This is an optimization exercise on Yosys and OpenROAD, whose aim is small area and a short achievable clock period, not a production implementation.
In this exercise RTL edits were held to simulation tests only and were not proved equivalent to the original.
No activity file was given, so power comes from the tool's default toggle rates.

## design.v

```verilog
module umps_disk (
    input  wire        clk,
    input  wire        rst,           
    input  wire [7:0]  clock_rate,    
    input  wire [15:0] cyls,          
    input  wire [7:0]  heads,         
    input  wire [7:0]  sects,         
    input  wire [15:0] rot_time,      
    input  wire [11:0] seek_time,     
    input  wire [6:0]  data_pct,      
    input  wire [3:0]  dma_ticks,     
    input  wire        tick,          
    input  wire [31:0] tod_lo,        
    input  wire        req_valid,
    input  wire        req_write,
    input  wire [2:0]  req_addr,      
    input  wire [31:0] req_wdata,
    output reg         rvalid,
    output reg  [31:0] rdata,
    input  wire        working,
    input  wire        dma_out_fail,  
    input  wire        dma_in_fail,   
    output reg         dma_out,       
    output reg         dma_in,        
    output reg  [31:0] dma_addr,      
    output reg         img_valid,     
    output reg         img_write,     
    output reg  [15:0] img_cyl,
    output reg  [7:0]  img_head,
    output reg  [7:0]  img_sect,
    output wire        ip             
);
    localparam [31:0] ST_READY    = 32'd1;
    localparam [31:0] ST_ILLEGAL  = 32'd2;
    localparam [31:0] ST_BUSY     = 32'd3;
    localparam [31:0] ST_SEEKERR  = 32'd4;
    localparam [31:0] ST_DREADERR = 32'd5;
    localparam [31:0] ST_DWRITERR = 32'd6;
    localparam [31:0] ST_DMAERR   = 32'd7;
    localparam [2:0] OP_NONE  = 3'd0;
    localparam [2:0] OP_RESET = 3'd1;
    localparam [2:0] OP_SEEK  = 3'd2;
    localparam [2:0] OP_READ  = 3'd3;
    localparam [2:0] OP_WRITE = 3'd4;
    localparam CW = 38;               
    reg [31:0]   status;
    reg [31:0]   command;
    reg [31:0]   data0;
    reg          pend;
    reg [2:0]    op;
    reg [CW-1:0] cnt;                 
    reg [15:0]   op_cyl;              
    reg [7:0]    op_head;             
    reg [7:0]    op_sect;
    reg          op_hit;              
    reg [15:0]   cur_cyl;
    reg          cache_valid;
    reg [15:0]   cache_cyl;
    reg [7:0]    cache_head;
    reg [7:0]    cache_sect;
    assign ip = pend;
    always @(posedge clk) begin
        if (rst) begin
            rvalid <= 1'b0;
            rdata  <= 32'd0;
        end else begin
            rvalid <= req_valid & ~req_write;
            if (req_valid & ~req_write) begin
                case (req_addr)
                    3'd0: rdata <= status;
                    3'd1: rdata <= command;
                    3'd2: rdata <= data0;
                    3'd3: rdata <= {cyls, heads, sects};
                    3'd4: rdata <= {31'd0, pend};
                    default: rdata <= 32'd0;
                endcase
            end
        end
    end
    wire [23:0] st = ({8'd0, rot_time} * {16'd0, clock_rate}) / {16'd0, sects};
    wire [7:0]  rot_sect = req_wdata[15:8];
    wire [31:0] q        = tod_lo / {8'd0, st};
    wire [7:0]  cur_sect = q % {24'd0, sects};
    wire [23:0] rem      = tod_lo % {8'd0, st};
    wire [8:0]  off      = ({1'b0, rot_sect} + {1'b0, sects} - {1'b0, cur_sect} - 9'd1) % {1'b0, sects};
    wire [31:0] data_t   = ({8'd0, st} * {25'd0, data_pct}) / 32'd100;
    wire [CW-1:0] rot_lat = {14'd0, rem} + ({14'd0, st} * {29'd0, off}) + {6'd0, data_t}
                          + {34'd0, dma_ticks};
    wire        due   = tick && op != OP_NONE && cnt == {{(CW-1){1'b0}}, 1'b1};
    wire [15:0] cyl_t = (due && op == OP_RESET)            ? 16'd0  :
                        (due && op == OP_SEEK && working)  ? op_cyl : cur_cyl;
    wire [15:0] seek_c    = req_wdata[31:16];
    wire [15:0] seek_dist = (seek_c >= cyl_t) ? seek_c - cyl_t : cyl_t - seek_c;
    wire [CW-1:0] seek_lat  = {26'd0, seek_time} * {22'd0, seek_dist} * {30'd0, clock_rate};
    wire [CW-1:0] reset_lat = ({26'd0, seek_time} * {22'd0, cyl_t} + 38'd400) * {30'd0, clock_rate};
    wire [CW-1:0] hit_lat = {34'd0, dma_ticks};
    reg [31:0]   n_status;
    reg [31:0]   n_command;
    reg [31:0]   n_data0;
    reg          n_pend;
    reg [2:0]    n_op;
    reg [CW-1:0] n_cnt;
    reg [15:0]   n_op_cyl;
    reg [7:0]    n_op_head;
    reg [7:0]    n_op_sect;
    reg          n_op_hit;
    reg [15:0]   n_cur_cyl;
    reg          n_cache_valid;
    reg [15:0]   n_cache_cyl;
    reg [7:0]    n_cache_head;
    reg [7:0]    n_cache_sect;
    reg          n_dma_out;
    reg          n_dma_in;
    reg          n_img_valid;
    reg          n_img_write;
    reg [15:0]   n_img_cyl;
    reg [7:0]    n_img_head;
    reg [7:0]    n_img_sect;
    reg [7:0]    w_head;
    reg [7:0]    w_sect;
    reg          w_hit;
    always @(*) begin
        n_status      = status;
        n_command     = command;
        n_data0       = data0;
        n_pend        = pend;
        n_op          = op;
        n_cnt         = cnt;
        n_op_cyl      = op_cyl;
        n_op_head     = op_head;
        n_op_sect     = op_sect;
        n_op_hit      = op_hit;
        n_cur_cyl     = cur_cyl;
        n_cache_valid = cache_valid;
        n_cache_cyl   = cache_cyl;
        n_cache_head  = cache_head;
        n_cache_sect  = cache_sect;
        n_dma_out     = 1'b0;
        n_dma_in      = 1'b0;
        n_img_valid   = 1'b0;
        n_img_write   = 1'b0;
        n_img_cyl     = cur_cyl;
        n_img_head    = op_head;
        n_img_sect    = op_sect;
        w_head        = req_wdata[23:16];
        w_sect        = req_wdata[15:8];
        w_hit         = 1'b0;
        if (tick && op != OP_NONE) begin
            if (cnt == {{(CW-1){1'b0}}, 1'b1}) begin
                n_op   = OP_NONE;
                n_pend = 1'b1;
                case (op)
                    OP_RESET: begin
                        n_cur_cyl = 16'd0;
                        n_status  = ST_READY;
                    end
                    OP_SEEK: begin
                        if (working) begin
                            n_cur_cyl = op_cyl;
                            n_status  = ST_READY;
                        end else begin
                            n_status  = ST_SEEKERR;
                        end
                    end
                    OP_READ: begin
                        if (!working) begin
                            n_cache_valid = 1'b0;
                            n_status      = ST_DREADERR;
                        end else begin
                            n_img_valid  = !op_hit;
                            n_img_write  = 1'b0;
                            n_dma_out    = 1'b1;
                            if (dma_out_fail) begin
                                n_cache_valid = 1'b0;
                                n_status      = ST_DMAERR;
                            end else begin
                                n_cache_valid = 1'b1;
                                n_cache_cyl   = cur_cyl;
                                n_cache_head  = op_head;
                                n_cache_sect  = op_sect;
                                n_status      = ST_READY;
                            end
                        end
                    end
                    default: begin  
                        if (working) begin
                            n_img_valid   = 1'b1;
                            n_img_write   = 1'b1;
                            n_cache_valid = 1'b1;
                            n_cache_cyl   = cur_cyl;
                            n_cache_head  = op_head;
                            n_cache_sect  = op_sect;
                            n_status      = ST_READY;
                        end else begin
                            n_cache_valid = 1'b0;
                            n_status      = ST_DWRITERR;
                        end
                    end
                endcase
            end else begin
                n_cnt = cnt - {{(CW-1){1'b0}}, 1'b1};
            end
        end
        if (req_valid && req_write && n_status[7:0] != 8'd3) begin
            if (req_addr == 3'd2) begin
                n_data0 = req_wdata;
            end else if (req_addr == 3'd1) begin
                n_command = req_wdata;
                case (req_wdata[7:0])
                    8'd0: begin  
                        n_cache_valid = 1'b0;
                        n_pend        = 1'b0;
                        n_status      = ST_BUSY;
                        n_op          = OP_RESET;
                        n_cnt         = reset_lat;
                    end
                    8'd1: begin  
                        n_pend   = 1'b0;
                        n_status = ST_READY;
                    end
                    8'd2: begin  
                        if (seek_c >= cyls) begin
                            n_status = ST_SEEKERR;
                            n_pend   = 1'b1;
                        end else if (seek_lat == {CW{1'b0}}) begin
                            n_pend = 1'b1;
                            if (working) begin
                                n_cur_cyl = seek_c;
                                n_status  = ST_READY;
                            end else begin
                                n_status  = ST_SEEKERR;
                            end
                        end else begin
                            n_pend   = 1'b0;
                            n_status = ST_BUSY;
                            n_op     = OP_SEEK;
                            n_op_cyl = seek_c;
                            n_cnt    = seek_lat;
                        end
                    end
                    8'd3: begin  
                        if (w_head >= heads || w_sect >= sects) begin
                            n_cache_valid = 1'b0;
                            n_status      = ST_DREADERR;
                            n_pend        = 1'b1;
                        end else begin
                            w_hit = n_cache_valid && n_cache_cyl == n_cur_cyl &&
                                    n_cache_head == w_head && n_cache_sect == w_sect;
                            n_pend    = 1'b0;
                            n_status  = ST_BUSY;
                            n_op      = OP_READ;
                            n_op_head = w_head;
                            n_op_sect = w_sect;
                            n_op_hit  = w_hit;
                            n_cnt     = w_hit ? hit_lat : rot_lat;
                        end
                    end
                    8'd4: begin  
                        n_cache_valid = 1'b0;
                        if (w_head >= heads || w_sect >= sects) begin
                            n_status = ST_DWRITERR;
                            n_pend   = 1'b1;
                        end else begin
                            n_dma_in     = 1'b1;
                            if (dma_in_fail) begin
                                n_status = ST_DMAERR;
                                n_pend   = 1'b1;
                            end else begin
                                n_pend    = 1'b0;
                                n_status  = ST_BUSY;
                                n_op      = OP_WRITE;
                                n_op_head = w_head;
                                n_op_sect = w_sect;
                                n_cnt     = rot_lat;
                            end
                        end
                    end
                    default: begin  
                        n_status = ST_ILLEGAL;
                        n_pend   = 1'b1;
                    end
                endcase
            end
        end
    end
    always @(posedge clk) begin
        if (rst) begin
            status      <= ST_READY;
            command     <= 32'd0;
            data0       <= 32'd0;
            pend        <= 1'b0;
            op          <= OP_NONE;
            cnt         <= {CW{1'b0}};
            op_cyl      <= 16'd0;
            op_head     <= 8'd0;
            op_sect     <= 8'd0;
            op_hit      <= 1'b0;
            cur_cyl     <= 16'd0;
            cache_valid <= 1'b0;
            cache_cyl   <= 16'd0;
            cache_head  <= 8'd0;
            cache_sect  <= 8'd0;
            dma_out     <= 1'b0;
            dma_in      <= 1'b0;
            dma_addr    <= 32'd0;
            img_valid   <= 1'b0;
            img_write   <= 1'b0;
            img_cyl     <= 16'd0;
            img_head    <= 8'd0;
            img_sect    <= 8'd0;
        end else begin
            status      <= n_status;
            command     <= n_command;
            data0       <= n_data0;
            pend        <= n_pend;
            op          <= n_op;
            cnt         <= n_cnt;
            op_cyl      <= n_op_cyl;
            op_head     <= n_op_head;
            op_sect     <= n_op_sect;
            op_hit      <= n_op_hit;
            cur_cyl     <= n_cur_cyl;
            cache_valid <= n_cache_valid;
            cache_cyl   <= n_cache_cyl;
            cache_head  <= n_cache_head;
            cache_sect  <= n_cache_sect;
            dma_out     <= n_dma_out;
            dma_in      <= n_dma_in;
            img_valid   <= n_img_valid;
            img_write   <= n_img_write;
            if (n_dma_out || n_dma_in)
                dma_addr <= data0;
            if (n_img_valid) begin
                img_cyl  <= n_img_cyl;
                img_head <= n_img_head;
                img_sect <= n_img_sect;
            end
        end
    end
endmodule
```

## run.sh

```bash
#!/bin/bash
# synth_recipe.tcl (not shown) runs the flow's synth.tcl, then flattens the netlist and writes it again
# the make line also repeats each setting of config.mk as NAME=value (left out here)
make -C /OpenROAD-flow-scripts/flow DESIGN_CONFIG=/design/flow/config.mk WORK_HOME=/design/flow/orfs CLKGATE_MAP_FILE= SYNTH_SCRIPT=/design/flow/synth_recipe.tcl finish
```

## config.mk

```make
export PLATFORM = sky130hd
export DESIGN_NAME = umps_disk
export DESIGN_NICKNAME = umps_disk
export VERILOG_FILES = /design/flow/design.v
export SDC_FILE = /design/flow/constraint.sdc
export NUM_CORES = 4
export LEC_CHECK = 0
export CAP_MARGIN = 20
export CORE_MARGIN = 2
export CORE_UTILIZATION = 40
export SLEW_MARGIN = 20
```

## constraint.sdc

```tcl
create_clock -name core_clock -period 260.0 [get_ports {clk}]
set_input_delay 52.0000 -clock core_clock [delete_from_list [all_inputs] [get_ports {clk}]]
set_output_delay 52.0000 -clock core_clock [all_outputs]
set_load 0.01 [all_outputs]
```

==> reports/metrics.yaml <==
synthesis:
  synth_area_um2: 117000
  yosys.area.top_type: "fa_1"
  synth_edf_count: 0
  syn_nets: 18300
  synthTopCellsByArea: "fa_1 17%, ha_1 15%, nand2_1 6.1%, dfxtp_1 5.5%, a21oi_1 4.8%"
  ys_warn_count: 1
  yosysMostFrequentCell: "nand2_1"
  synth_seq_cells: 321
  ys_top_cells_by_count: "1905 x nand2_1, 1448 x ha_1, 1433 x inv_1"
  synthesis.instances: 15700
  yosysSeqAreaShare_pct: 5.47
  synthDistinctLibCells: 154
  syn-mean-instance-area_um2: 7.50
  synthArstFlopShare_pct: 0
  ys.flop_type: "dfxtp_1"
  yosysTopAreaCellShare_pct: 17.3
critical_path:
  crit_type: "primary input to flip-flop"
  endpoint: "cnt[33]"
  critPathLaunch: "rot_time[10]"
  cpMostUsedCell: "o21a_1"
  crit_slowest_cell: "or4b_2"
  start_kind: "primary input"
  arrival_ps: 249130
  critical_path.top_delay_family: "compound AO/OA/AOI/OAI gates"
  reg2reg_slack_ps: 237010
  worst_setup_path_end_kind: "flip-flop"
  r2r_cells: 85
  worstPathMaxFanout: 31
  slowest_delay_ps: 660
  required_ps: 260420
  cp.depth: 1116
  reg2reg_from: "cnt[23]"
  r2r_end: "cnt[0]"
  cp_num_buf_inv: 72
hold_path:
  hold_path_startpoint: "img_sect[0]"
  holdPathEnd: "img_sect[0]"
  hold_path.class: "flip-flop to flip-flop"
  hold_depth: 2
timing:
  fmax_mhz: 4.02
  skew_ps: 36.1
  max_slew_margin_pct: 16.9
  min_period_ps: 248710
  report.final.hold_viol_count: 0
  post-route-period-util_pct: 95.7
  setup_viol: 0
  worst_pin_slew_ps: 1240
  setup_slack_ps: 11290
  finalMaxSlewViolations: 0
placed_design:
  place.gp.congestion: 0.955
  dpl.hpwl_mm: 320
  io_buffers: 255
  dpl_worst_slack_ps: -6320
  placedCellCount: 19700
power:
  p_per_area_nw_per_um2: 7480
  vdd_ir_drop_max_uv: 6390
  comb-power_w: 0.982
  p_leak_nw: 58.0
  p_int_w: 0.401
  powerClk_w: 0.0000513
  swShare_pct: 59.2
  power_w: 0.982
  power.switching_w: 0.581
  power.group.top: "combinational cells"
  seqPwrFrac_pct: 0
  clkPwrFrac_pct: 0
  comb_power_share_pct: 100.0
  pg_seq_w: 0.0000495
clock_tree:
  clock-root-buffer: "clkbuf_16"
  cts_buffers: 36
  cts.sink_count: 321
  clk-insertion-delay-late_ps: 580
  cts_buffer_depth: 3
  h-tree-depth: 2
  cts_tree: "yes"
  clkTransAtPathRegs_ps: 60
route:
  vias: 116000
  wl_met2_mm: 181
  drt_pre_antenna_iters: 5
  wl_met1_mm: 184
  ant_nets: 0
  initialDrtViolationCount: 9016
  viasPerCell: 5.79
  highest_layer: "met5"
  drcViolationCount: 0
  routedWlPerCell_um: 20.1
  dr_wl_met3_mm: 27.4
  drt_wl_total_mm: 402
global_route:
  grt_pass1_wl_mm: 627
  overflow: 0
  grt_pass1_vias: 110000
  grt_start_max_net_pins: 156
  track_usage_pct: 25.9
  antenna_found_initial: 33
floorplanning:
  rows: 198
  die_y_um: 546
  dieArea_um2: 298000
  core_area_um2: 292000
  die_x_um: 546
  start_util_pct: 40.3
  ios: 256
finish:
  fin_cells: 20000
  nets: 18700
  area_growth_pct: 11.8
  drive_gt1_share_pct: 10.5
run_status:
  run_status: "timing/DRC/antenna clean"
job:
  maxCapViolations: 0
-- cell usage in the layout, fill, tap and decap left out, types with 86 or more instances in the layout --
master           instances
a211oi_1               107
a21o_1                 214
a21oi_1               1008
a21oi_2                110
a22oi_1                 87
and2_1                 606
buf_4                  655
clkdlybuf4s50_1        238
dfxtp_1                321
fa_1                  1013
ha_1                  1432
inv_1                 1415
mux2_2                 216
mux2i_1                106
nand2_1               1891
nand2b_1               167
nand3_1                221
nor2_1                1142
nor2b_1                132
nor3_1                 775
o211ai_1                97
o21a_1                 696
o21ai_0                396
o21ai_1                 87
o21bai_1               144
o31ai_1                344
or2_2                   86
or3_1                   98
xnor2_1                462
xor2_1                 177
-- per-stage QoR --
stage	hold WS [ps]	TNS, ps	area (um^2)	util, %
after floorplan	429	0	118000	-
after global placement	438	-20450	127000	43.4
after detailed placement	445	-124600	127000	43.4
after CTS	454	0	128000	43.9
after global routing	469	-11820	131000	45.0
final	452	0	131000	45.0
-- state kept, by name (all words and copies together) (netlist names), 3 cells and up --
| signal | cells |
|---|---|
| op_cyl | 16 |
| data0 | 32 |
| img_sect | 8 |
| img_cyl | 16 |
| dma_addr | 32 |
| op_sect | 8 |
| cnt | 38 |
| command | 32 |
| cur_cyl | 16 |
| cache_head | 8 |
| op_head | 8 |
| img_head | 8 |
| op | 3 |
| rdata | 32 |
| cache_cyl | 16 |
| cache_sect | 8 |
| status | 32 |
-- routing by layer --
metal	vias to the layer above	global-route usage [%]
met5	-	0.112
met3	480	2.97
met2	3329	42.0
met1	56100	36.7
met4	24	5.42
li1	55700	-
-- area by class of cell --
type | count | area (um^2)
timing repair buffer | 955 | 8090
inverter | 1474 | 5600
clock buffer | 51 | 1020
fill | 29600 | 160000
multi-input combinational | 13200 | 105000
antenna | 10 | 25.0
sequential | 321 | 6430
tap | 3900 | 4880
clock inverter | 12 | 116
-- what timing repair did --
item / 4_1_cts / 5_1_grt
setup buffers: 14 / 168
setup endpoints to repair: 33 / 35
pin swaps: 6 / 205
resized for setup: 34 / 465
hold buffers: 0 / 0
cloned: 2 / 21
-- cells by family after synthesis --
group	synth area share [%]
and+or+nand+nor	23.1
AOI/OAI and AO/OA	23.7
DFF	5.47
xor gates and xnor gates	4.89
buffers and inverters	6.89
adders and majority gates	32.8
muxes	3.16

port drivers added, routing unchanged:
No port has a modelled driver above. Below, the same layout with a new extraction and two added sets of constraints.
Step 1: set_driving_cell puts a clkbuf_16 on clk and a buf_2 on each other input, an assumption about the parent block.
Step 2 also shifts input and output timing later by t, the mid clock arrival at the registers, as if the neighbouring blocks saw the same clock.
Three values: ideal ports, drivers, drivers and shift; two values: the first two.
t, ns: 0.610
setup WS [ns]: 11.294 / 11.315 / 10.705
slew at the worst register clock pin (ns): 0.07 / 0.07
worst data-port slew with drivers (ns): 0.18
cell pins on the clock port's net: 1
After both steps setup and hold are still met in this run. The setup slack of this run moves by +0.021 ns with the drivers and by -0.589 ns with both steps.
